This design comes from an exercise in tuning for small area, a short achievable clock period and few clock cycles per item on the open sky130 flow, not from production work.
In this exercise RTL edits were held to simulation tests only and were not proved equivalent to the original.
Power and IR drop assume default switching activity.

== run 1 ==
Design nio61_proc, start of the top module:
module nio61_proc (
    input  wire        clk,
    input  wire        rst,
    input  wire        in_valid,
    output wire        in_ready,
    input  wire [7:0]  in_len,
    input  wire [95:0] in_frame,
    output wire        out_valid,
    input  wire        out_ready,
    output wire        out_err,
    output wire [31:0] out_data
);
clock: 6.0 ns
lec_check: 0
abc_area: 1
abc_clock_period_in_ps: 3700
cap_margin: 20
core_margin: 2
core_utilization: 40
cts_buf_list: sky130_fd_sc_hd__clkbuf_4 sky130_fd_sc_hd__clkbuf_8
cts_cluster_diameter: 60
cts_cluster_size: 20
place_density: 0.6
setup_slack_margin: 2.7
slew_margin: 20
synth_hierarchical: 1
synth_minimum_keep_size: 0
standard.sh (not shown) runs the stock make flow with config.mk's settings and CLKGATE_MAP_FILE= SYNTH_SCRIPT=/design/flow/synth_recipe.tcl, a recipe that flattens the netlist after the stock synthesis.
==> flow/flow/run.sh <==
#!/bin/bash
# Layout: the standard flow (standard.sh) with two changes:
#  - synthesis maps the XOR gate module of the checksum network with ABC's
#    speed script (synth_x2.tcl); all else as in the standard synthesis;
#  - the port buffers are sky130_fd_sc_hd__buf_2 cells.
set -euo pipefail
W=$PWD
bash standard.sh SYNTH_SCRIPT=$W/flow/synth_x2.tcl \
  "BUFFER_PORTS_ARGS=-buffer_cell sky130_fd_sc_hd__buf_2" finish > $W/flow.log 2>&1
==> flow/flow/synth_x2.tcl <==
# The standard synthesis (synth_recipe.tcl) with one change: the one-gate
# module nio61_x2 (an XOR), of which the checksum network is built, is mapped
# with ABC's speed script, which maps it to an XOR cell; every other module
# is mapped with the script the flow settings select, exactly as in the
# standard synthesis.  Registers are untouched.
proc synth {args} { yosys synth -nofsm -noshare {*}$args }
proc abc {args} {
  set i [lsearch -exact $args -script]
  set speed [lreplace $args [expr {$i + 1}] [expr {$i + 1}] $::env(SCRIPTS_DIR)/abc_speed.script]
  yosys abc {*}$args nio61_proc nio61_crc
  yosys abc {*}$speed nio61_x2
}
source $::env(SCRIPTS_DIR)/synth.tcl
# left out here: clear keep_hierarchy, flatten, clean up, hide names made inside functions, write 1_2_yosys.v
Run 1: flow completed, timing, DRC and antenna clean
Testbench counts of run 1, summed over its fixed seeds: cycles 16,064, items 16,000.
### run 1 -> run 2
diff --git a/flow/config.mk b/flow/config.mk
--- a/flow/config.mk
+++ b/flow/config.mk
@@ -15,5 +15,5 @@
 export CTS_CLUSTER_SIZE = 20
 export PLACE_DENSITY = 0.6
-export SETUP_SLACK_MARGIN = 2.7
+export SETUP_SLACK_MARGIN = 2.6
 export SLEW_MARGIN = 20
 export SYNTH_HIERARCHICAL = 1
--- outcome ---
Comparing run 2 and run 1, the lower combinational power was measured on run 2. Share of cell area taken by flip-flops and latches (higher): run 2. Combinational fraction of design power down 1.9 points in run 2 wrt run 1. Peak supply drop went up by a few percent going from run 1 to run 2. A critical path capture point of cb_q1 is what run 2 shows, while rem_q1[1] belongs to run 1. Delta (run 2 minus run 1): non-clock buffer count went down; power density over cell area went up. The slowest stage cell on the critical path comes out and3_4 in one run and xor2_1 in the other, namely in run 1 and run 2 respectively.
Setup changes, run 2 to run 3
diff --git a/flow/config.mk b/flow/config.mk
--- a/flow/config.mk
+++ b/flow/config.mk
@@ -10,9 +10,9 @@
 export CAP_MARGIN = 20
 export CORE_MARGIN = 2
-export CORE_UTILIZATION = 40
+export CORE_UTILIZATION = 50
 export CTS_BUF_LIST = sky130_fd_sc_hd__clkbuf_4 sky130_fd_sc_hd__clkbuf_8
 export CTS_CLUSTER_DIAMETER = 60
 export CTS_CLUSTER_SIZE = 20
-export PLACE_DENSITY = 0.6
+export PLACE_DENSITY = 0.7
 export SETUP_SLACK_MARGIN = 2.6
 export SLEW_MARGIN = 20
Results
Diff run 3 and run 2: core utilization higher in run 3
Run 2 -> run 3: first-pass GRT wire length increased slightly
Taking run 3 over run 2, the die boundary width ratio works out to 0.896.
Cmp run 3 vs run 2: switching share of total power lower in run 3
Going from run 2 to run 3, via count picked up an extra 0.97%, aggregate routed wire length decreased 140 µm.
Input-level comparison between run 4 and run 3:
diff --git a/flow/config.mk b/flow/config.mk
--- a/flow/config.mk
+++ b/flow/config.mk
@@ -10,9 +10,9 @@
 export CAP_MARGIN = 20
 export CORE_MARGIN = 2
-export CORE_UTILIZATION = 50
-export CTS_BUF_LIST = sky130_fd_sc_hd__clkbuf_4 sky130_fd_sc_hd__clkbuf_8
-export CTS_CLUSTER_DIAMETER = 60
-export CTS_CLUSTER_SIZE = 20
-export PLACE_DENSITY = 0.7
+export CORE_UTILIZATION = 40
+export CTS_BUF_LIST = sky130_fd_sc_hd__clkbuf_8 sky130_fd_sc_hd__clkbuf_16
+export CTS_CLUSTER_DIAMETER = 100
+export CTS_CLUSTER_SIZE = 30
+export PLACE_DENSITY = 0.6
 export SETUP_SLACK_MARGIN = 2.6
 export SLEW_MARGIN = 20
### Flow results
- Proportion of cell area occupied by registers, run 3 and run 4: lower on run 4
- Delta (run 4 minus run 3): routed wire length rose by about 0.8%, fmax stayed essentially flat.
- The effective utilization at floorplan reported for run 4 is smaller than that of run 3 by 10 points.
- Transition at the pin with the smallest max-transition slack in run 4 is 0.17 ns below run 3.
- From run 3 to run 4 the numbers moved as follows: die area climbed 24%, number of nets in the finished design level, net switching share of the total power did not really move.
- Diff run 3 -> run 4: clock-buffer cell count -17, fraction of the core area covered by cells at the end of the flow lower, endpoint required time on the critical path lower.
- Run 3 vs run 4, critical path launch point: in_frame[41] vs in_frame[25]

==> re-timing with driven ports <==
The flow's constraints put no driver on any port. The routed layouts listed below were extracted and timed again, unchanged, in two steps.
Step 1, drivers: a clkbuf_16 drives clk and a buf_2 each remaining input, both assumed.
Step 2 also shifts input and output timing later by t, the mid clock arrival at the registers, as if the neighbouring blocks saw the same clock.
Three values: ideal ports, drivers, drivers and shift; two values: the first two.
| run | shift t [ns] | setup slack, ns | worst register clock-pin slew, ns | pins driven straight from the clock port |
|---|---|---|---|---|
| run 1 | 0.671 | 2.773 / 2.807 / 2.135 | 0.11 / 0.11 | 1 |
| run 2 | 0.663 | 2.703 / 2.736 / 2.074 | 0.11 / 0.11 | 1 |
| run 3 | 0.641 | 2.717 / 2.753 / 2.112 | 0.11 / 0.11 | 1 |
| run 4 | 0.565 | 2.714 / 2.746 / 2.181 | 0.11 / 0.11 | 1 |
After both steps setup and hold are still met in every run listed. The setup slack of run 1, which loses most, moves by +0.034 ns with the drivers and by -0.638 ns with both steps.
